From an optimization exercise on the open Yosys and OpenROAD flow, aimed at small area, a short achievable clock period and few clock cycles per item; shortcuts taken in it are not production practice.
Only simulation tests tie the RTL to the original design; equivalence was not proved.

[design/flow/config.mk]
export PLATFORM = sky130hd
export DESIGN_NAME = depth_quant
export DESIGN_NICKNAME = depth_quant
export VERILOG_FILES = /design/flow/design.v
export SDC_FILE = /design/flow/constraint.sdc
export NUM_CORES = 8
export LEC_CHECK = 0
export CAP_MARGIN = 20
export CORE_MARGIN = 2
export CORE_UTILIZATION = 25
export SLEW_MARGIN = 20
[design/flow/standard.sh]
#!/bin/bash
# synth_recipe.tcl (not shown) runs the flow's synth.tcl, then flattens the netlist and writes it again
# the make line also repeats each setting of config.mk as NAME=value (left out here)
make -C /OpenROAD-flow-scripts/flow DESIGN_CONFIG=/design/flow/config.mk WORK_HOME=/design/flow/orfs CLKGATE_MAP_FILE= SYNTH_SCRIPT=/design/flow/synth_recipe.tcl "${@:-finish}"
[design/flow/design.v]
module depth_quant (
    input             clk,
    input             rst,
    input             start,
    input      [31:0] n,
    input      [31:0] xform_base,
    input      [31:0] pos_base,
    input      [31:0] keys_base,
    input      [31:0] idx_base,
    output            busy,
    output reg        mem_valid,
    output reg        mem_we,
    output     [31:0] mem_addr,
    output     [31:0] mem_wdata,
    input             mem_ready,
    input      [31:0] mem_rdata
);
    localparam [4:0] S_IDLE = 5'd0,  S_SETUP = 5'd1,
                     S_XF0  = 5'd2,  S_XF1   = 5'd3,  S_XF2  = 5'd4,  S_XF3  = 5'd5,
                     S_P1X  = 5'd6,  S_P1Y   = 5'd7,  S_P1Z  = 5'd8,  S_P1W  = 5'd9,
                     S_P1E  = 5'd10, S_P1R   = 5'd11,
                     S_FBI  = 5'd12, S_FBS   = 5'd13, S_FBR  = 5'd14, S_FBM  = 5'd15,
                     S_FBA  = 5'd16, S_FBX   = 5'd17,
                     S_GAP  = 5'd18, S_P2R   = 5'd19, S_P2W  = 5'd20,
                     S_SLR  = 5'd21, S_SLD   = 5'd22, S_SLI  = 5'd23, S_SLT  = 5'd24,
                     S_SLA1 = 5'd25, S_SLA2  = 5'd26, S_SLQ  = 5'd27, S_SLQ2 = 5'd28,
                     S_SLW  = 5'd29;
    localparam [1:0] A_PP = 2'd0, A_C = 2'd1, A_KP = 2'd2, A_IP = 2'd3;
    reg [4:0]  st;
    reg [29:0] sv;          
    reg        busy_r;
    reg [29:0] addr_r;
    reg [30:0] nr, c;
    reg [29:0] pp, kp, ip;
    reg        kfirst, ifirst, rdone, lastw;
    reg [31:0] m0, m1, m2;
    reg [1:0]  mph;
    reg [31:0] rd;
    reg [52:0] MS, MC;
    reg        Pj;          
    reg [4:0]  Pd;
    reg        Psg;
    reg [81:0] acc;
    reg        fnan, fpinf, fninf, fbo;
    reg [2:0]  inz;
    reg [4:0]  ix0, ix1, ix2;
    reg        zv, rv, pend, mmv;
    reg [31:0] rkey, minr, maxr;
    reg [4:0]  wcnt;
    reg [2:0]  done;
    reg        stk, zf, of, fbA, hug, tflag, tsign, fblast;
    reg [1:0]  rmode, fj;
    reg [2:0]  g;
    reg        idxdone, f2, zR, slowall;
    reg [4:0]  jc;
    reg        brw, sq_up, av, bv, cv, ev, redo;
    reg        p2m, fbm;    
    reg [4:0]  d2r;
    reg [2:0]  dext;        
    assign busy      = busy_r;
    assign mem_addr  = {addr_r, 2'b00};
    assign mem_wdata = rkey;
    wire adv = ~(mem_valid & ~mem_ready);
    wire [7:0]  me = m0[30:23];
    wire [7:0]  ce = rd[30:23];
    wire        m_nan  = (&me) & (|m0[22:0]);
    wire        m_inf  = (&me) & ~(|m0[22:0]);
    wire        m_zero = ~(|m0[30:0]);
    wire        c_nan  = (&ce) & (|rd[22:0]);
    wire        c_inf  = (&ce) & ~(|rd[22:0]);
    wire        c_zero = ~(|rd[30:0]);
    wire        p_nan  = m_nan | c_nan | (m_inf & c_zero) | (c_inf & m_zero);
    wire        p_inf  = ~p_nan & (m_inf | c_inf);
    wire        p_sg   = m0[31] ^ rd[31];
    wire        p_nz   = ~p_nan & ~p_inf & ~m_zero & ~c_zero;
    wire [8:0]  s289   = {1'b0, me[7:1], me[0] | ~(|me)} + {1'b0, ce[7:1], ce[0] | ~(|ce)} + 9'd1;
    wire [4:0]  p_ix   = s289[8:4];
    wire [3:0]  p_lo   = s289[3:0];
    wire        p_inw  = (p_ix == 5'd15) | (p_ix == 5'd16);
    wire [23:0] opA = {p2m ? m0[23] : (|me), m0[22:0]};
    wire [23:0] opB = {p2m ? rd[23] : (|ce), rd[22:0]};
    wire [26:0] bx = {2'b00, opB, 1'b0};
    reg  [49:0] brow [0:13];
    reg  [24:0] bmag;
    reg         bneg;
    integer bi;
    always @(*) begin
        brow[13] = 50'h1555556000000;
        for (bi = 0; bi < 13; bi = bi + 1) brow[bi] = 50'd0;
        for (bi = 0; bi < 13; bi = bi + 1) begin
            case (bx[2*bi +: 3])
                3'b000, 3'b111:                 bmag = 25'd0;
                3'b001, 3'b010, 3'b101, 3'b110: bmag = {1'b0, opA};
                default:                        bmag = {opA, 1'b0};
            endcase
            bneg = bx[2*bi+2] & ~(bx[2*bi+1] & bx[2*bi]);
            brow[bi] = brow[bi] | ({24'd0, ~bneg, bmag ^ {25{bneg}}} << (2*bi));
            if (bi < 12) brow[bi+1] = brow[bi+1] | ({49'd0, bneg} << (2*bi));
            else         brow[13]   = brow[13]   | ({49'd0, bneg} << (2*bi));
        end
    end
    function [99:0] csa;
        input [49:0] x, y, z;
        csa = {((x & y) | (x & z) | (y & z)) << 1, x ^ y ^ z};
    endfunction
    wire [99:0] t1a = csa(brow[0], brow[1], brow[2]);
    wire [99:0] t1b = csa(brow[3], brow[4], brow[5]);
    wire [99:0] t1c = csa(brow[6], brow[7], brow[8]);
    wire [99:0] t1d = csa(brow[9], brow[10], brow[11]);
    wire [99:0] t2a = csa(t1a[49:0], t1a[99:50], t1b[49:0]);
    wire [99:0] t2b = csa(t1b[99:50], t1c[49:0], t1c[99:50]);
    wire [99:0] t2c = csa(t1d[49:0], t1d[99:50], brow[12]);
    wire [99:0] t3a = csa(t2a[49:0], t2a[99:50], t2b[49:0]);
    wire [99:0] t3b = csa(t2b[99:50], t2c[49:0], t2c[99:50]);
    wire [99:0] t4a = csa(t3a[49:0], t3a[99:50], t3b[49:0]);
    wire [99:0] t5a = csa(t4a[49:0], t4a[99:50], t3b[99:50]);
    wire [99:0] t6a = csa(t5a[49:0], t5a[99:50], brow[13]);
    wire [81:0] hiMask  = ({82{1'b1}} << Pd) << 50;
    wire [81:0] shS     = {29'd0, MS} << {Pd[4:2], 2'b00};
    wire [81:0] shC     = ({29'd0, MC} << {Pd[4:2], 2'b00}) | ({82{Pj}} & hiMask);
    wire [81:0] xS      = Psg ? ~shS : shS;
    wire [81:0] xC      = Psg ? ~shC : shC;
    wire        acc_ld  = (sv[S_P1Z]) | ((sv[S_P2W]) & cv);
    wire [81:0] aA      = acc_ld ? 82'd0 : acc;
    wire [81:0] c3s     = aA ^ xS ^ xC;
    wire [81:0] c3c     = (aA & xS) | (aA & xC) | (xS & xC);
    wire [81:0] acc_sum = c3s + {c3c[80:0], Psg} + {81'd0, Psg};
    reg [32:0] rV;
    reg        rh, rs, rovf;
    always @(*) begin
        rovf = 1'b0;
        case (rmode)
            2'd0: begin rV = acc[81:49]; rh = acc[48]; rs = |acc[47:0]; end
            2'd1: begin
                rV = acc[33:1]; rh = acc[0]; rs = stk;
                rovf = ~((&acc[81:33]) | ~(|acc[81:33]));
            end
            default: begin rV = {tflag, tflag, acc[31:1]}; rh = acc[0]; rs = stk; end
        endcase
    end
    wire        rup   = rh & (rs | rV[0]);
    wire [33:0] rsum  = {rV[32], rV} + {33'd0, rup};
    wire        r_shi = ~rsum[33] & (rsum[32] | rsum[31]);
    wire        r_slo = rsum[33] & ~(rsum[32] & rsum[31]);
    reg  [31:0] rnd_key;
    always @(*) begin
        if (fnan | (fpinf & fninf))  rnd_key = 32'd0;
        else if (fpinf)              rnd_key = 32'h7FFF_FFFF;
        else if (fninf)              rnd_key = 32'h8000_0000;
        else if (rmode == 2'd3)      rnd_key = tsign ? 32'h8000_0000 : 32'h7FFF_FFFF;
        else if (rovf)               rnd_key = acc[81] ? 32'h8000_0000 : 32'h7FFF_FFFF;
        else if (r_shi)              rnd_key = 32'h7FFF_FFFF;
        else if (r_slo)              rnd_key = 32'h8000_0000;
        else                         rnd_key = rsum[31:0];
    end
    wire        q2up  = acc[30] & (|acc[29:0]);
    wire [8:0]  q2w   = ({4'd0, acc[46:42]} + 9'd2) * {5'd0, {1'b0, dext} + 4'd1};
    wire [14:0] q2win = {1'b0, acc[29:16]} + {6'd0, q2w};
    wire        q2amb = ~zR & ((~acc[30] & q2win[14]) | (acc[30] & ~(|acc[29:0])));
    wire        qsel2 = (sv[S_P2R]);
    wire [16:0] qbase = qsel2 ? {1'b0, acc[46:31]} : rkey[16:0];
    wire [16:0] qdelt = qsel2 ? {16'd0, q2up} : ({17{brw & ~sq_up}} | {16'd0, sq_up & ~brw});
    wire [16:0] qval  = qbase + qdelt;
    wire [15:0] qkey  = (qsel2 & zR) ? 16'd0 : qval[15:0];
    wire [32:0] rem = acc[32:0];
    reg  [33:0] dA;
    wire        dmin = ((sv[S_P2W]) & av) | (sv[S_SLD]) | ((sv[S_GAP]) & (g == 3'd1));
    wire [33:0] dB   = (sv[S_SLA1]) ? {2'b00, rd} : dmin ? {2'b00, minr} : {2'b00, maxr};
    wire        dsub = (~sv[S_SLA2]);
    wire        dbit = (sv[S_GAP]) ? ({1'b0, jc} + 6'd8 <= {1'b0, d2r}) : ((jc == 5'd0) & rd[0]);
    always @(*) begin
        if (sv[S_SLA1] | sv[S_SLA2]) dA = {rem[32], rem};
        else if (sv[S_SLQ])          dA = {rem[32:0], 1'b0};
        else                         dA = dmin ? {2'b00, rd} : {1'b0, rem[31:0], dbit};
    end
    wire [33:0] dres = dA + (dsub ? ~dB : dB) + {33'd0, dsub};
    wire        dge  = ~dres[33];
    wire        req  = ({rem[32:0], 1'b0} == {2'b00, maxr});    
    reg [31:0] T;
    reg [5:0]  kcalc;
    integer ti;
    always @(*) begin
        T[31] = maxr[31];
        for (ti = 30; ti >= 0; ti = ti - 1) T[ti] = T[ti+1] | maxr[ti];
        kcalc = 6'd0;
        for (ti = 0; ti < 31; ti = ti + 1)
            if (T[ti] & ~T[ti+1]) kcalc = kcalc | (ti + 1);
        if (T[31]) kcalc = kcalc | 6'd32;
    end
    wire due0 = inz[0] & ~done[0] & ((ix0 == wcnt) | ((wcnt == 5'd18) & (ix0 == 5'd19)));
    wire due1 = inz[1] & ~done[1] & ((ix1 == wcnt) | ((wcnt == 5'd18) & (ix1 == 5'd19)));
    wire due2 = inz[2] & ~done[2] & ((ix2 == wcnt) | ((wcnt == 5'd18) & (ix2 == 5'd19)));
    wire anydue = due0 | due1 | due2;
    wire [1:0] duej = due0 ? 2'd0 : due1 ? 2'd1 : 2'd2;
    wire huge_now = (inz[0] & (ix0 >= 5'd20)) | (inz[1] & (ix1 >= 5'd20)) | (inz[2] & (ix2 >= 5'd20));
    wire fbflag = fbo & ~(fnan | fpinf | fninf);
    wire fbend  = ~anydue & (wcnt == (fbA ? 5'd31 : 5'd18));
    wire tz     = ~(|acc) & zf;
    wire tm1    = (&acc) & of;
    wire [30:0] c_inc  = c + 31'd1;
    wire        c_last = (c_inc == nr);
    reg        nv, nwe;
    reg [4:0]  nst;
    reg [1:0]  abase;
    reg [4:0]  aoff;
    always @(*) begin
        nv = 1'b0; nwe = 1'b0; nst = st;
        abase = A_PP; aoff = 5'd0;
        case (st)
            S_IDLE:  nst = start ? S_SETUP : S_IDLE;
            S_SETUP: begin
                abase = A_C; aoff = 5'd2;
                if (nr == 31'd0) nst = S_IDLE;
                else begin nst = S_XF0; nv = 1'b1; end
            end
            S_XF0: begin abase = A_C; aoff = 5'd6;  nst = S_XF1; nv = 1'b1; end
            S_XF1: begin abase = A_C; aoff = 5'd10; nst = S_XF2; nv = 1'b1; end
            S_XF2: begin nst = S_XF3; nv = 1'b1; end
            S_XF3: begin aoff = 5'd1; nst = S_P1Y; nv = 1'b1; end
            S_P1X: begin
                if (fbflag) nst = S_FBI;
                else begin aoff = 5'd1; nst = S_P1Y; nv = 1'b1; end
            end
            S_P1Y: begin aoff = 5'd2; nst = S_P1Z; nv = 1'b1; end
            S_P1Z: begin
                abase = A_KP; aoff = {4'd0, ~kfirst};
                nst = S_P1W; nv = pend; nwe = 1'b1;
            end
            S_P1W: begin
                aoff = 5'd3;
                if (c_last) nst = S_P1E;
                else begin nst = S_P1X; nv = 1'b1; end
            end
            S_P1E: begin
                abase = A_IP; aoff = {4'd0, ~ifirst};
                if (fbflag) nst = S_FBI;
                else begin nst = S_P1R; nv = 1'b1; nwe = 1'b1; end
            end
            S_P1R: begin
                abase = A_KP; aoff = {4'd0, ~kfirst};
                nst = S_GAP; nv = 1'b1; nwe = 1'b1;
            end
            S_FBI: nst = S_FBS;
            S_FBS: begin
                aoff = {3'd0, duej} + 5'b11101;       
                if (anydue & (mph == duej)) begin nst = S_FBR; nv = 1'b1; end
                else if (fbend & ~(fbA & (tz | tm1))) nst = S_FBX;
            end
            S_FBR: nst = S_FBM;
            S_FBM: nst = S_FBA;
            S_FBA: nst = S_FBS;
            S_FBX: begin
                if (mph == 2'd0) begin
                    if (fblast) begin
                        abase = A_KP; aoff = {4'd0, ~kfirst};
                        nst = S_GAP; nv = 1'b1; nwe = 1'b1;
                    end else begin nst = S_P1X; nv = 1'b1; end
                end
            end
            S_GAP: begin
                if (~idxdone) begin
                    abase = A_IP; aoff = {4'd0, ~ifirst};
                    nv = 1'b1; nwe = 1'b1;
                end else if (g == 3'd4) begin
                    abase = A_KP; nv = 1'b1;
                    nst = (f2 | zR) ? S_P2R : S_SLR;
                end
            end
            S_P2R: begin
                abase = A_IP; aoff = {5{~ifirst}};
                if (ev & q2amb) begin nst = S_SLR; nv = 1'b1; end
                else begin nst = S_P2W; nv = ev; nwe = 1'b1; end
            end
            S_P2W: begin
                if (lastw & mem_valid) nst = S_IDLE;
                else begin
                    aoff = 5'b11111;
                    nst = S_P2R; nv = ~rdone & ~(av & c_last);
                end
            end
            S_SLR:  nst = S_SLD;
            S_SLD:  nst = S_SLI;
            S_SLI:  nst = S_SLT;
            S_SLT:  if (jc == 5'd16) nst = S_SLA1;
            S_SLA1: nst = S_SLA2;
            S_SLA2: nst = S_SLQ;
            S_SLQ:  nst = S_SLQ2;
            S_SLQ2: begin
                abase = A_IP; aoff = {5{~ifirst}};
                nst = S_SLW; nv = 1'b1; nwe = 1'b1;
            end
            S_SLW: begin
                if (lastw) nst = S_IDLE;
                else if (slowall) begin
                    abase = A_IP; aoff = 5'b11111;
                    nst = S_SLR; nv = 1'b1;
                end else begin
                    aoff = {5{~redo}};
                    nst = S_P2R; nv = ~rdone;
                end
            end
            default: nst = S_IDLE;
        endcase
    end
    reg  [29:0] abv;
    always @(*) begin
        case (abase)
            A_C:     abv = c[29:0];
            A_KP:    abv = kp;
            A_IP:    abv = ip;
            default: abv = pp;
        endcase
    end
    wire [29:0] asum   = abv + {{25{aoff[4]}}, aoff};
    wire mul1   = (sv[S_P1Y]) | (sv[S_P1Z]) | (sv[S_P1W]);
    wire mul2   = (sv[S_P2R]) & bv;
    wire rot    = mul1 | ((sv[S_FBS]) & anydue & (mph != duej)) | ((sv[S_FBX]) & (mph != 2'd0));
    wire cap    = (sv[S_XF1]) | (sv[S_XF2]) | (sv[S_XF3]);
    wire dorec  = (sv[S_GAP]) & (g == 3'd3);
    wire do_add = (((sv[S_P1X]) | (sv[S_P1E])) & zv) | (sv[S_P1Z]) | (sv[S_P1W]) | (sv[S_FBA]) |
                  ((sv[S_P2W]) & cv);
    wire do_sl  = (sv[S_FBS]) & ~anydue & ~fbend;
    wire do_clr = (sv[S_FBI]) | ((sv[S_FBS]) & fbend & fbA & (tz | tm1));
    wire rnd_go = ((sv[S_P1Y]) & rv) | (sv[S_P1R]) | ((sv[S_FBX]) & (mph == 2'd0));
    wire idx_go = ((sv[S_GAP]) & ~idxdone) | ((sv[S_P1E]) & ~fbflag);
    wire q_go   = ((sv[S_P2R]) & ev) | (sv[S_SLQ2]);
    wire sdiv   = (sv[S_SLT]);
    wire p2go   = (sv[S_GAP]) & idxdone & (g == 3'd4);
    wire kp_set = ((sv[S_P1Z]) & pend) | (sv[S_P1R]) | ((sv[S_FBX]) & (mph == 2'd0) & fblast);
    wire ip_set = idx_go | ((sv[S_P2R]) & ev & ~q2amb) | (sv[S_SLQ2]) | p2go;
    wire pp_set = (sv[S_P1W]) | p2go |
                  ((sv[S_P2W]) & ~(lastw & mem_valid) & ~rdone & ~(av & c_last)) |
                  ((sv[S_SLW]) & ~lastw & ~slowall & ~rdone);
    wire cnt2   = ((sv[S_P2W]) & av) | ((sv[S_SLD]) & slowall);
    always @(posedge clk) begin
        if (rst) begin
            st        <= S_IDLE;
            sv        <= 30'd1 << S_IDLE;
            busy_r    <= 1'b0;
            mem_valid <= 1'b0;
        end else if (adv) begin
            st        <= nst;
            sv        <= 30'd1 << nst;
            busy_r    <= (nst != S_IDLE);
            mem_valid <= nv;
        end
    end
    always @(posedge clk) if (adv) begin
        mem_we <= nwe;
        addr_r <= asum;
    end
    always @(posedge clk) if (adv) begin
        if (sv[S_IDLE]) begin
            nr <= n[30:0];
        end
        if ((sv[S_IDLE]) | pp_set)
            pp <= (sv[S_IDLE]) ? pos_base[31:2] : asum;
        if ((sv[S_IDLE]) | kp_set)
            kp <= (sv[S_IDLE]) ? keys_base[31:2] : asum;
        if ((sv[S_IDLE]) | ip_set)
            ip <= (sv[S_IDLE]) ? idx_base[31:2] : asum;
        if ((sv[S_IDLE]) | kp_set)
            kfirst <= (sv[S_IDLE]);
        if ((sv[S_IDLE]) | ip_set)
            ifirst <= (sv[S_IDLE]) | p2go;
        if ((sv[S_IDLE]) | (sv[S_XF2]) | (sv[S_P1W]) | idx_go | cnt2)
            c <= (sv[S_IDLE]) ? {1'b0, xform_base[31:2]} :
                 (((sv[S_P1W]) & ~c_last) | cnt2 | (idx_go & ~c_last)) ? c_inc : 31'd0;
        if (idx_go & c_last) idxdone <= 1'b1;
        else if (sv[S_SETUP]) idxdone <= 1'b0;
        if (cnt2 & c_last) rdone <= 1'b1;
        else if (sv[S_SETUP]) rdone <= 1'b0;
        if (ip_set & ~idx_go & ~p2go) lastw <= rdone & ~bv & ~cv;
        else if (sv[S_SETUP]) lastw <= 1'b0;
    end
    always @(posedge clk) if (adv) begin
        if (cap | rot) begin
            m1 <= m2;
            m2 <= cap ? rd : m0;
        end
        if (cap | rot | (dorec & (jc < 5'd24)))
            m0 <= dorec ? {m0[30:0], dge} : m1;
        if (dorec & (jc >= 5'd24))
            dext <= {dext[1:0], dge};
        if (rot)
            mph <= (mph == 2'd2) ? 2'd0 : mph + 2'd1;
        else if (sv[S_SETUP])
            mph <= 2'd0;
    end
    wire rd_hold = (sv[S_SLI]) | (sv[S_SLT]) | (sv[S_SLA1]) | (sv[S_SLA2]) |
                   (sv[S_SLQ]) | (sv[S_SLQ2]);
    wire rd_dif  = (sv[S_SLD]) | ((sv[S_P2W]) & av);
    wire rd_max  = (sv[S_GAP]) & (g == 3'd0);
    wire [31:0] rdm = dres[31:0];
    always @(posedge clk) if (adv & ~rd_hold)
        rd <= rd_dif ? rdm : rd_max ? maxr : mem_rdata;
    wire [4:0] nPd = p2m ? d2r : {p_ix[0] ^ (~fbm | wcnt[0]), p_lo};
    always @(posedge clk) if (adv & (mul1 | (sv[S_FBM]) | mul2)) begin
        MS  <= {3'd0, t6a[49:0]} << nPd[1:0];
        MC  <= {3'd0, t6a[99:50]} << nPd[1:0];
        Pj  <= ({1'b0, t6a[49:48]} + {1'b0, t6a[99:98]}) >= 3'd3;
        Pd  <= nPd;
        Psg <= p_sg & ~mul2;
    end
    wire rem_init = (sv[S_GAP]) & (g == 3'd2);
    wire rem_step = dorec | sdiv;
    wire rem_wr   = rem_init | rem_step | (sv[S_SLI]) | (sv[S_SLA1]) | ((sv[S_SLA2]) & brw);
    wire [32:0] rem_nx = rem_init ? {1'b0, (T >> 1) & ~(T >> 17)} :
                         (sv[S_SLI]) ? {2'b00, rd[31:1]} :
                         (rem_step & ~dge) ? dA[32:0] : dres[32:0];
    always @(posedge clk) if (adv & (do_add | do_sl | do_clr | rem_wr))
        acc <= do_clr ? 82'd0 : do_sl ? {{16{acc[81]}}, acc[81:16]} :
               rem_wr ? {acc[81:33], rem_nx} : acc_sum;
    always @(posedge clk) if (adv) begin
        if (mul1) begin
            fnan  <= (p_nan               | (~sv[S_P1Y] & fnan));
            fpinf <= ((p_inf & ~p_sg)     | (~sv[S_P1Y] & fpinf));
            fninf <= ((p_inf &  p_sg)     | (~sv[S_P1Y] & fninf));
            fbo   <= ((p_nz & ~p_inw)     | (~sv[S_P1Y] & fbo));
        end else if ((sv[S_SETUP]) | ((sv[S_FBX]) & (mph == 2'd0)))
            fbo <= 1'b0;
        if (sv[S_SETUP]) begin
            fnan <= 1'b0; fpinf <= 1'b0; fninf <= 1'b0;
        end
        if (sv[S_P1Y]) begin inz[0] <= p_nz; ix0 <= p_ix; end
        if (sv[S_P1Z]) begin inz[1] <= p_nz; ix1 <= p_ix; end
        if (sv[S_P1W]) begin inz[2] <= p_nz; ix2 <= p_ix; end
    end
    always @(posedge clk) if (adv) begin
        if (sv[S_SETUP]) begin
            zv <= 1'b0; rv <= 1'b0;
        end else if ((sv[S_P1X]) | (sv[S_P1E])) begin
            rv <= zv; zv <= 1'b0;
        end else begin
            if (sv[S_P1W]) zv <= 1'b1;
            if (rnd_go) rv <= 1'b0;
        end
        if (rnd_go) mmv <= 1'b1;
        else if ((sv[S_SETUP]) | mmv) mmv <= 1'b0;
        if (rnd_go) pend <= 1'b1;
        else if ((sv[S_SETUP]) | ((sv[S_P1W]) & mem_valid) | (sv[S_GAP])) pend <= 1'b0;
    end
    always @(posedge clk) if (adv & (rnd_go | idx_go | q_go | sdiv))
        rkey <= rnd_go ? rnd_key :
                idx_go ? {1'b0, c} :
                sdiv   ? {rkey[30:0], dge} : {16'd0, qkey};
    wire mm_init = (sv[S_SETUP]);
    wire r_calc  = (sv[S_GAP]) & (g == 3'd1);
    always @(posedge clk) if (adv) begin
        if (mm_init | (mmv & ($signed(rkey) < $signed(minr))))
            minr <= mm_init ? 32'h7FFF_FFFF : rkey;
        if (mm_init | r_calc | (mmv & ($signed(rkey) > $signed(maxr))))
            maxr <= mm_init ? 32'h8000_0000 : r_calc ? rdm : rkey;
    end
    always @(posedge clk) if (adv) begin
        if (((sv[S_P1X]) | (sv[S_P1E])) & fbflag) begin
            fblast <= (sv[S_P1E]);
            hug    <= huge_now;
            fbA    <= huge_now;
            tflag  <= 1'b0;
        end
        if (sv[S_SETUP]) rmode <= 2'd0;
        if ((sv[S_FBI]) | do_clr) begin
            wcnt <= 5'd0; done <= 3'd0; stk <= 1'b0;
        end
        if (sv[S_FBI]) begin zf <= 1'b1; of <= 1'b1; end
        if ((sv[S_FBS]) & anydue) fj <= duej;
        if ((sv[S_FBS]) & fbend) begin
            if (fbA) begin
                if (tz | tm1) begin tflag <= tm1; fbA <= 1'b0; end
                else begin rmode <= 2'd3; tsign <= acc[81]; end
            end else
                rmode <= hug ? 2'd2 : 2'd1;
        end
        if (do_sl) begin
            wcnt <= wcnt + 5'd1;
            if (~fbA) stk <= stk | (|acc[15:0]);
            if (fbA & (wcnt >= 5'd20)) begin
                zf <= zf & ~(|acc[15:0]);
                of <= of & (&acc[15:0]);
            end
        end
        if (sv[S_FBA]) done[fj] <= 1'b1;
        if ((sv[S_FBX]) & (mph == 2'd0)) rmode <= 2'd0;
    end
    always @(posedge clk) if (adv) begin
        if (sv[S_SETUP]) g <= 3'd0;
        else if (sv[S_GAP]) begin
            case (g)
                3'd0: if (~mmv) g <= 3'd1;    
                3'd1: g <= 3'd2;
                3'd2: begin
                    d2r <= 5'd24 - kcalc[4:0];
                    zR  <= (kcalc == 6'd0);
                    f2  <= (kcalc != 6'd0) & (kcalc <= 6'd24);
                    g   <= ((kcalc != 6'd0) & (kcalc <= 6'd24)) ? 3'd3 : 3'd4;
                end
                3'd3: if (jc == 5'd26) g <= 3'd4;
                default: ;
            endcase
        end
        if (p2go) slowall <= ~(f2 | zR);
        if (sv[S_SETUP]) p2m <= 1'b0;
        else if (p2go) p2m <= 1'b1;
        if ((sv[S_SETUP]) | ((sv[S_FBX]) & (mph == 2'd0))) fbm <= 1'b0;
        else if (sv[S_FBI]) fbm <= 1'b1;
    end
    always @(posedge clk) if (adv) begin
        if (rem_init | (sv[S_SLI])) jc <= 5'd0;
        else if (rem_step) jc <= jc + 5'd1;
        if (sv[S_SLA1]) brw <= dres[33];
        if (sv[S_SLQ])  sq_up <= (~dres[33] & ~req) | (req & (rkey[0] ^ brw));
    end
    always @(posedge clk) if (adv) begin
        if (p2go | (sv[S_SETUP])) begin
            av <= 1'b0; bv <= 1'b0; cv <= 1'b0; ev <= 1'b0; redo <= 1'b0;
        end else begin
            if (sv[S_P2R]) begin
                if (mem_valid) av <= 1'b1;
                if (bv) begin cv <= 1'b1; bv <= 1'b0; end
                ev <= 1'b0;
            end
            if (sv[S_SLR]) begin
                av <= 1'b0; redo <= av;
            end
            if (sv[S_P2W]) begin
                if (av) begin bv <= 1'b1; av <= 1'b0; end
                if (cv) begin ev <= 1'b1; cv <= 1'b0; end
            end
            if ((sv[S_SLW]) & ~slowall) redo <= 1'b0;
        end
    end
endmodule
[design/flow/flow/run.sh]
#!/bin/bash
# The standard layout (standard.sh: ORFS synthesis to the final layout) with
# two optimisation settings changed; the clock and constraints are unchanged:
# - the resizer is asked for 18.5 ns of setup slack instead of 0, so that it
#   sizes and buffers the long paths;
# - ports are buffered with buf_2 instead of the default delay buffer.
export SETUP_SLACK_MARGIN=18.5
export BUFFER_PORTS_ARGS="-buffer_cell sky130_fd_sc_hd__buf_2"
bash standard.sh > standard.log 2>&1
[design/flow/constraint.sdc]
create_clock -name core_clock -period 25.0 [get_ports {clk}]
set_input_delay 5.0000 -clock core_clock [delete_from_list [all_inputs] [get_ports {clk}]]
set_output_delay 5.0000 -clock core_clock [all_outputs]
set_load 0.01 [all_outputs]
==> results of run 1 <==
[cell type report]
type,instances,area [sq um]
clock buffer,101,2260
timing repair buffer,501,3500
tap,3762,4710
multi-input combinational,6126,47100
inverter,590,2230
antenna,15,37.5
sequential,712,21000
clock inverter,58,768
fill,30324,204000
[cell families after synthesis]
kind of cell / Yosys count / share of synthesized area [%]
simple gates: 2100 / 13.9
compound gates: 2081 / 18.5
buf+inv: 1181 / 6.32
xor+xnor: 792 / 9.65
fa+ha+maj: 761 / 16.8
flops: 712 / 29.3
mux: 386 / 5.51
other cells: 1 / 0.00522
[stage by stage]
step | area [sq um] | util, %
5_1_grt | 81600 | 28.6
3_3_place_gp | 77300 | 27.1
3_5_place_dp | 77300 | 27.1
2_1_floorplan | 72100 | -
6_report | 81700 | 28.6
4_1_cts | 81000 | 28.4
[Yosys cell counts, types with 24 or more instances]
cell type / instances
edfxtp_1: 677
a21o_1: 186
xnor2_1: 549
a22o_1: 26
and2_1: 171
nor2b_1: 77
o221ai_1: 24
a22oi_1: 284
dfxtp_1: 35
nand2_1: 752
or2_2: 50
nand4_1: 90
nor3_1: 96
clkbuf_1: 467
nand3_1: 125
a211oi_1: 132
xor2_1: 243
o21ai_0: 460
o21bai_1: 39
mux2i_1: 317
nor4_1: 72
inv_1: 576
ha_1: 420
nor2_1: 474
fa_1: 341
o21a_1: 32
buf_1: 89
mux2_2: 68
o22ai_1: 34
o211ai_1: 32
a21oi_1: 562
a31oi_1: 68
nand2b_1: 44
and3_1: 68
[sequential cells by signal, indices dropped and copies added (netlist names), 28 cells and up]
register  flops
acc          82
MS           53
MC           47
m0           32
m1           32
m2           32
maxr         32
minr         32
rd           32
rkey         32
c            31
nr           31
addr_r       30
ip           30
kp           30
pp           30
sv           28
[layout by cell type (no fill, tap or decap), drive strengths merged, types with 69 or more instances in the layout]
master,count
edfxtp,677
mux2,69
nand2,752
xnor2,549
a31oi,70
xor2,243
nor3,100
nand3,126
nor2b,77
nor4,73
fa,341
a21o,186
a21oi,565
inv,598
mux2i,317
nand4,91
and3,69
nor2,477
a211oi,132
clkbuf,101
o21ai,480
a22oi,284
ha,420
buf,496
and2,172
[per-layer routing]
layer,part of all wire (%),vias to the layer above
met5,0.040,-
li1,-,28404
met3,10,640
met2,43,3587
met1,42,30897
met4,4.7,18
[worst max path at each step]
stage,start,cells after the start,end
3_5_place_dp,mem_ready,5,nr[25]
6_report,rkey[15],1,mem_wdata[15]
5_1_grt,Pd[2],20,acc[81]
3_3_place_gp,av,22,acc[21]
4_1_cts,rkey[15],1,mem_wdata[15]
2_1_floorplan,mem_ready,4,MC[10]
[timing repair]
| item | in CTS | in global routing |
|---|---|---|
| cloned | 6 | 3 |
| pin swaps | 5 | 13 |
| endpoints found under the setup margin | 518 | 331 |
| resized for setup | 70 | 82 |
| setup buffers | 32 | 22 |
| endpoints found under the hold margin | 0 | 0 |
==> flow_metrics.env, run 1 <==
export IMPL_ant_nets=0
export IMPL_setup_violations=0
export IMPL_crit_slowest_cell="edfxtp_1"
export IMPL_dp_cells=11627
export IMPL_min_to="m1[1]"
export IMPL_grt_first_pass_wirelength_mm=424
export IMPL_start_util_pct=25.2
export IMPL_antenna_found_initial=23
export IMPL_ys_async_sr_fraction_pct=0
export IMPL_die_x_microns=540
export IMPL_synth_main_ff_cell="edfxtp_1"
export IMPL_clock_root_buffer="clkbuf_16"
export IMPL_avgSynthCellArea_sq_um=8.97
export IMPL_maxSlewViolCount=0
export IMPL_drt_first_pass_iters=6
export IMPL_crit_path_max_fanout=2
export IMPL_r2r_end="acc[81]"
export IMPL_fin_ws_ps=18500
export IMPL_rrSetupSlack_ps=18550
export IMPL_slew_headroom_pct=18.6
export IMPL_via_count=63546
export IMPL_wl_mm=295
export IMPL_drc=0
export IMPL_use_met1_pct=26.5
export IMPL_yosysTopAreaCell="edfxtp_1"
export IMPL_status="no timing/DRC/antenna violations"
export IMPL_fin_cells=11865
export IMPL_grt_max_degree=116
export IMPL_ys_ff_latch=712
export IMPL_path_clk_slew_ps=70
export IMPL_min_from="m2[1]"
export IMPL_reg2reg_from="Pd[2]"
export IMPL_fp_dieArea_sq_um=292000
export IMPL_gp_congestion=0.989
export IMPL_rsz0062_at_grt="true"
export IMPL_timing_hold_ws_ps=397
export IMPL_hold_violations=0
export IMPL_h_tree_depth=3
export IMPL_worstPathBufferInverterCount=1
export IMPL_hp_class="flip-flop to flip-flop"
export IMPL_worst_pin_slew_ps=1220
export IMPL_yosys_warnings=2
export IMPL_clk_path_buf_depth=3
export IMPL_reg2reg_depth=21
export IMPL_port_buffers=251
export IMPL_max_freq_mhz=154
export IMPL_area_growth_pct=13.6
export IMPL_via_per_inst=5.36
export IMPL_arrival_ps=1500
export IMPL_dieHeight_microns=540
export IMPL_routedWlPerCell_microns=24.9
export IMPL_drt_initial_drc_count=7884
export IMPL_cts_tree="yes"
export IMPL_worstHoldPathCells=0
export IMPL_cp_required_ps=20000
export IMPL_numCtsBuffers=85
export IMPL_critPathMaxStageDelay_ps=540
export IMPL_nNetsFinal=8973
export IMPL_seq_area_frac_synth_pct=29.3
export IMPL_grt_use_met3_pct=3.88
export IMPL_grt_pass1_vias=60345
export IMPL_gr_max_usage_layer="met2"
export IMPL_syn_inst=8014
export IMPL_clk_latency_ps=760
export IMPL_drv_cap=0
export IMPL_crit_type="flip-flop to primary output"
export IMPL_overflow=0
export IMPL_core_rowCount=196
export IMPL_crit_path_end_kind="primary output"
export IMPL_start_kind="flip-flop"
export IMPL_synthDistinctLibCells=111
export IMPL_io_pins=263
export IMPL_use_met2_pct=29.7
export IMPL_drive_above_1_share_pct=11.5
export IMPL_timing_final_crit_share_pct=26.0
export IMPL_pre_cts_slack_ps=17220
export IMPL_crit_chain="buf_2"
export IMPL_finalCriticalPeriod_ps=6500
export IMPL_synth_area_sq_um=71900
export IMPL_synthTopCellsByArea="edfxtp_1, fa_1, ha_1"
export IMPL_setup_tns_ps=0
export IMPL_synth_edf_count=677
export IMPL_track_usage_pct=19.4
export IMPL_core_sq_um=286000
export IMPL_yosysTopAreaCellShare_pct=28.3
export IMPL_cts_hold_buf=0
export IMPL_finClkSkew_ps=63.0
export IMPL_cts_sinks=712
export IMPL_dp_hpwl_mm=220
export IMPL_cp_top_family="flip-flops"
Testbench counts, summed over its fixed seeds: cycles 19,212, items 2,620.
==> inputs of run 2 (changes only) <==
==> design/flow/flow/run.sh (replaced) <==
#!/bin/bash
# The standard layout (standard.sh: ORFS synthesis to the final layout) with
# two optimisation settings changed; the clock and constraints are unchanged:
# - the resizer is asked for 18.8 ns of setup slack instead of 0, so that it
#   sizes and buffers the long paths;
# - ports are buffered with buf_2 instead of the default delay buffer.
export SETUP_SLACK_MARGIN=18.8
export BUFFER_PORTS_ARGS="-buffer_cell sky130_fd_sc_hd__buf_2"
bash standard.sh > standard.log 2>&1
--- a/design/flow/config.mk
+++ b/design/flow/config.mk
@@ -8,4 +8,5 @@
 export CAP_MARGIN = 20
 export CORE_MARGIN = 2
 export CORE_UTILIZATION = 25
+export PLACE_DENSITY = 0.8
 export SLEW_MARGIN = 20
==> flow_metrics.env, run 2 <==
export IMPL_dp_cells=11607
export IMPL_track_usage_pct=19.0
export IMPL_reg2reg_depth=21
export IMPL_cp_top_family="flip-flops"
export IMPL_crit_slowest_cell="edfxtp_1"
export IMPL_port_buffers=251
export IMPL_nNetsFinal=9053
export IMPL_max_freq_mhz=154
export IMPL_die_x_microns=540
export IMPL_status="no timing/DRC/antenna violations"
export IMPL_via_per_inst=5.59
export IMPL_synth_area_sq_um=71900
export IMPL_timing_final_crit_share_pct=26.0
export IMPL_ant_nets=0
export IMPL_h_tree_depth=3
export IMPL_dieHeight_microns=540
export IMPL_antenna_found_initial=19
export IMPL_hp_class="flip-flop to flip-flop"
export IMPL_fp_dieArea_sq_um=292000
export IMPL_layout_commonest_cell="nand2_1"
export IMPL_finalCriticalPeriod_ps=6500
export IMPL_worstHoldPathCells=0
export IMPL_start_util_pct=25.2
export IMPL_slew_headroom_pct=22.3
export IMPL_yosysMostFrequentCell="nand2_1"
export IMPL_crit_path_end_kind="primary output"
export IMPL_via_count=66744
export IMPL_routedWlPerCell_microns=24.7
export IMPL_core_rowCount=196
export IMPL_seq_area_frac_synth_pct=29.3
export IMPL_final_cell_mix="nand2_1, edfxtp_1, inv_1, xnor2_1, a21oi_1"
export IMPL_grt_max_degree=103
export IMPL_finClkSkew_ps=56.9
export IMPL_ys_ff_latch=712
export IMPL_worstPathBufferInverterCount=1
export IMPL_io_pins=263
export IMPL_synth_edf_count=677
export IMPL_clock_root_buffer="clkbuf_16"
export IMPL_clk_path_buf_depth=3
export IMPL_crit_type="flip-flop to primary output"
export IMPL_numCtsBuffers=81
export IMPL_cts_tree="yes"
export IMPL_crit_path_max_fanout=2
export IMPL_syn_inst=8014
export IMPL_setup_tns_ps=0
export IMPL_largest_reg_flops=82
export IMPL_dp_hpwl_mm=210
export IMPL_crit_chain="buf_2"
export IMPL_drt_initial_drc_count=10128
export IMPL_wl_mm=294
export IMPL_crit_cells=1
export IMPL_overflow=0
export IMPL_ys_async_sr_fraction_pct=0
export IMPL_yosys_warnings=2
export IMPL_synthTopCellsByArea="edfxtp_1, fa_1, ha_1"
export IMPL_clk_latency_ps=740
export IMPL_yosysTopAreaCell="edfxtp_1"
export IMPL_regMostFlops="acc"
export IMPL_drc=0
export IMPL_synthTopCellsByCount="nand2_1, edfxtp_1, inv_1"
export IMPL_maxSlewViolCount=0
export IMPL_setup_violations=0
export IMPL_hold_violations=0
export IMPL_avgSynthCellArea_sq_um=8.97
export IMPL_synthDistinctLibCells=111
export IMPL_fin_cells=11936
export IMPL_drive_above_1_share_pct=13.6
export IMPL_critPathMaxStageDelay_ps=560
export IMPL_yosysTopAreaCellShare_pct=28.3
export IMPL_grt_pass1_vias=62530
export IMPL_drv_cap=0
export IMPL_drt_first_pass_iters=7
export IMPL_synth_main_ff_cell="edfxtp_1"
export IMPL_largestRegisters="acc: 82 flops, MS: 53 flops, MC: 47 flops"
export IMPL_area_growth_pct=16.0
export IMPL_path_clk_slew_ps=70
export IMPL_arrival_ps=1500
export IMPL_start_kind="flip-flop"
export IMPL_cts_sinks=712
export IMPL_rsz0062_at_grt="true"
export IMPL_cp_required_ps=20000
export IMPL_grt_first_pass_wirelength_mm=421
export IMPL_core_sq_um=286000
export IMPL_gp_congestion=1.04
export IMPL_worst_pin_slew_ps=1150
[run 2: layout make-up]
class	count	area, sq um
Fill cell	29384	202000
Clock buffer	99	2140
Timing Repair Buffer	581	4830
Tap cell	3762	4710
Multi-Input combinational cell	6130	47900
Antenna cell	14	35.0
Sequential cell	712	21100
Clock inverter	48	493
Inverter	590	2240
[run 2: kinds of logic after synthesis]
family          Yosys count  share of synthesized area, %
other cells               1                       0.00522
buf+inv                1181                          6.32
simple gates           2100                          13.9
flops                   712                          29.3
xor+xnor                792                          9.65
mux                     386                          5.51
fa+ha+maj               761                          16.8
compound gates         2081                          18.5
[run 2: final timing paths]
check	from	endpoint	slack [ps]
setup / recovery	rkey[8]	mem_wdata[8]	18500
hold / removal	m2[17]	m1[17]	420
setup reg to reg	rd[23]	MS[31]	18830
hold reg to reg	m2[17]	m1[17]	420
[run 2: timing repair]
action	in CTS	in global routing
hold buffers	0	0
endpoints found under the setup margin	750	355
hold endpoints to repair	0	0
gates resized for setup	193	225
cloned	18	5
pin swaps	19	45
setup buffers	80	63
[run 2: per-stage QoR]
step | utilization (%) | instance area [sq um] | setup slack (ps) | hold WS, ps
final | 29.2 | 83300 | 18500 | 418
after detailed placement | 27.0 | 77200 | 17330 | 405
after CTS | 28.6 | 81700 | 18500 | 419
after floorplan | - | 72100 | 17340 | 400
after global routing | 29.2 | 83300 | 18510 | 423
after global placement | 27.0 | 77200 | 17380 | 400
[run 2: layer usage]
layer  vias up  global-route usage (%)  share of wire, %
li1      28560                       -                 -
met1     31547                    23.8                36
met2      5391                    28.2                42
met3      1230                    5.88                14
met4        16                    12.4               8.0
met5         -                  0.0164             0.046
==> inputs of run 3 (changes only) <==
--- a/design/flow/config.mk
+++ b/design/flow/config.mk
@@ -8,5 +8,4 @@
 export CAP_MARGIN = 20
 export CORE_MARGIN = 2
 export CORE_UTILIZATION = 25
-export PLACE_DENSITY = 0.8
 export SLEW_MARGIN = 20
==> flow_metrics.env, run 3 <==
export IMPL_synth_top_family_by_area="compound AO/OA/AOI/OAI gates"
export IMPL_yosysMostFrequentCell="nand2_1"
export IMPL_drive_above_1_share_pct=12.8
export IMPL_slew_headroom_pct=15.1
export IMPL_max_freq_mhz=154
export IMPL_port_buffers=251
export IMPL_seq_area_frac_synth_pct=29.3
export IMPL_via_count=64089
export IMPL_synth_compound_area_share_pct=18.5
export IMPL_numCtsBuffers=85
export IMPL_grt_use_met3_pct=4.87
export IMPL_arrival_ps=1490
export IMPL_core_sq_um=286000
export IMPL_overflow=0
export IMPL_crit_chain="buf_2"
export IMPL_setup_tns_ps=0
export IMPL_rsz0062_at_grt="true"
export IMPL_nNetsFinal=9019
export IMPL_hp_class="flip-flop to flip-flop"
export IMPL_worst_pin_slew_ps=1260
export IMPL_largest_reg_flops=82
export IMPL_io_pins=263
export IMPL_gp_congestion=1.01
export IMPL_antenna_found_initial=32
export IMPL_h_tree_depth=3
export IMPL_finalCriticalPeriod_ps=6490
export IMPL_avgSynthCellArea_sq_um=8.97
export IMPL_finClkSkew_ps=79.7
export IMPL_status="no timing/DRC/antenna violations"
export IMPL_regMostFlops="acc"
export IMPL_synth_area_sq_um=71900
export IMPL_cts_tree="yes"
export IMPL_wl_mm=296
export IMPL_cp_required_ps=20000
export IMPL_routedWlPerCell_microns=24.9
export IMPL_ys_async_sr_fraction_pct=0
export IMPL_finish_utilization_pct=29.0
export IMPL_synth_main_ff_cell="edfxtp_1"
export IMPL_cts_sinks=712
export IMPL_ys_ff_latch=712
export IMPL_use_met2_pct=29.2
export IMPL_track_usage_pct=19.4
export IMPL_start_util_pct=25.2
export IMPL_dieHeight_microns=540
export IMPL_setup_violations=0
export IMPL_dp_hpwl_mm=217
export IMPL_die_x_microns=540
export IMPL_maxSlewViolCount=0
export IMPL_synthTopCellsByArea="edfxtp_1, fa_1, ha_1"
export IMPL_start_kind="flip-flop"
export IMPL_grt_max_degree=94
export IMPL_drt_first_pass_iters=8
export IMPL_grt_first_pass_wirelength_mm=423
export IMPL_core_rowCount=196
export IMPL_ff_latch_area_sq_um=21000
export IMPL_min_from="m2[24]"
export IMPL_critPathLaunch="rkey[22]"
export IMPL_yosys_warnings=2
export IMPL_drc=0
export IMPL_synth_simple_gate_area_share_pct=13.9
export IMPL_gr_max_usage_layer="met2"
export IMPL_critPathMaxStageDelay_ps=550
export IMPL_largestRegisters="acc: 82 flops, MS: 53 flops, MC: 47 flops"
export IMPL_synthDistinctLibCells=111
export IMPL_grt_pass1_vias=60494
export IMPL_cts_hold_buf=0
export IMPL_reg2reg_from="Pd[2]"
export IMPL_cp_top_family="flip-flops"
export IMPL_worstPathBufferInverterCount=1
export IMPL_crit_path_end_kind="primary output"
export IMPL_layout_commonest_cell="nand2_1"
export IMPL_hold_violations=0
export IMPL_use_met1_pct=25.9
export IMPL_crit_path_max_fanout=2
export IMPL_final_cell_mix="nand2_1, edfxtp_1, inv_1, xnor2_1, a21oi_1"
export IMPL_synth_edf_count=677
export IMPL_timing_final_crit_share_pct=26.0
export IMPL_area_growth_pct=15.2
export IMPL_syn_inst=8014
export IMPL_crit_type="flip-flop to primary output"
export IMPL_yosysTopAreaCellShare_pct=28.3
export IMPL_yosysTopAreaCell="edfxtp_1"
export IMPL_synth_xor_area_share_pct=9.65
export IMPL_crit_cells=1
export IMPL_clk_latency_ps=770
export IMPL_synthTopCellsByCount="nand2_1, edfxtp_1, inv_1"
export IMPL_fp_dieArea_sq_um=292000
export IMPL_via_per_inst=5.38
export IMPL_drt_initial_drc_count=9046
export IMPL_clock_root_buffer="clkbuf_16"
export IMPL_worstHoldPathCells=0
export IMPL_crit_slowest_cell="edfxtp_1"
export IMPL_multiInputGateArea_sq_um=47500
export IMPL_drv_cap=0
export IMPL_ant_nets=0
export IMPL_reg2reg_depth=20
export IMPL_synthMuxAreaShare_pct=5.51
export IMPL_path_clk_slew_ps=60
export IMPL_nFillCells=30238
export IMPL_synthAdderAreaFrac_pct=16.8
export IMPL_clk_path_buf_depth=3
==> run 3: cell counts after synthesis <==
No cell type changed its count.
==> run 3: cells by family (layout without fill, tap and decap cells) <==
family,Yosys count,count (layout)
simple gates,2100,2101
other cells,1,18
flops,712,712
compound gates,2081,2082
fa+ha+maj,761,761
buf+inv,1181,1293
mux,386,387
xor+xnor,792,792
==> run 3: routing by layer <==
| layer | part of all wire [%] | vias up |
|---|---|---|
| li1 | - | 28501 |
| met1 | 41 | 31232 |
| met2 | 43 | 3609 |
| met3 | 11 | 723 |
| met4 | 5.2 | 24 |
| met5 | 0.15 | - |
==> run 3: repair_timing <==
action / in CTS / in global routing
buffers inserted: 61 / 44
setup endpoints to repair: 743 / 268
cloned: 7 / 8
resized for setup: 213 / 147
pin swaps: 16 / 34
==> run 3: stage by stage <==
stage | std cells | setup WS [ps] | hold WS (ps) | cell area (sq um)
after global routing | 11892 | 18490 | 420 | 82800
after global placement | 11616 | 17260 | 400 | 77200
after floorplan | 8015 | 17340 | 400 | 72100
final | 11908 | 18510 | 413 | 82800
after CTS | 11839 | 18480 | 413 | 81600
after detailed placement | 11616 | 17250 | 406 | 77200
==> run 3: final cells by class <==
class	count	area share [%]
antenna	16	0.0484
clock buffer	101	2.70
clock inverter	54	0.722
inverter	590	2.74
multi-input combinational	6125	57.4
sequential	712	25.4
tap	3762	5.69
timing repair buffer	548	5.28
==> run 3: worst paths after layout <==
check / endpoint / slack, ps
min reg2reg: m1[24] / 410
max: mem_wdata[22] / 18510
max reg2reg: acc[81] / 18810
min: m1[24] / 410

-- static timing again, ports no longer ideal --
How much do the figures lean on ideal ports? The routed layouts below were timed once more, with nothing changed but the port constraints. Step 1 sets driving cells, clkbuf_16 on the clock port and buf_2 on the other inputs (assumed; they add their load-dependent delay and slew). Step 2, shift: input delay + t, output delay - t, t = (earliest + latest rising clock arrival at the registers) / 2. This alone moves slack from input paths to output paths. Three values: no drivers, after step 1, after step 2; two values: the first two.
run	shift t [ns]	setup slack, ns	worst hold slack (ns)	worst setup path at the end	worst register clock-pin slew, ns
run 1	0.812	18.504 / 18.417 / 17.829	0.397 / 0.397 / 0.397	input to register	0.08 / 0.08
run 2	0.801	18.496 / 18.408 / 18.015	0.418 / 0.418 / 0.418	input to register	0.08 / 0.08
run 3	0.824	18.506 / 18.414 / 18.074	0.413 / 0.413 / 0.413	input to register	0.07 / 0.07
After both steps every run listed still meets setup and hold. The setup slack of run 1, which loses most, moves by -0.087 ns with the drivers and by -0.675 ns with both steps.
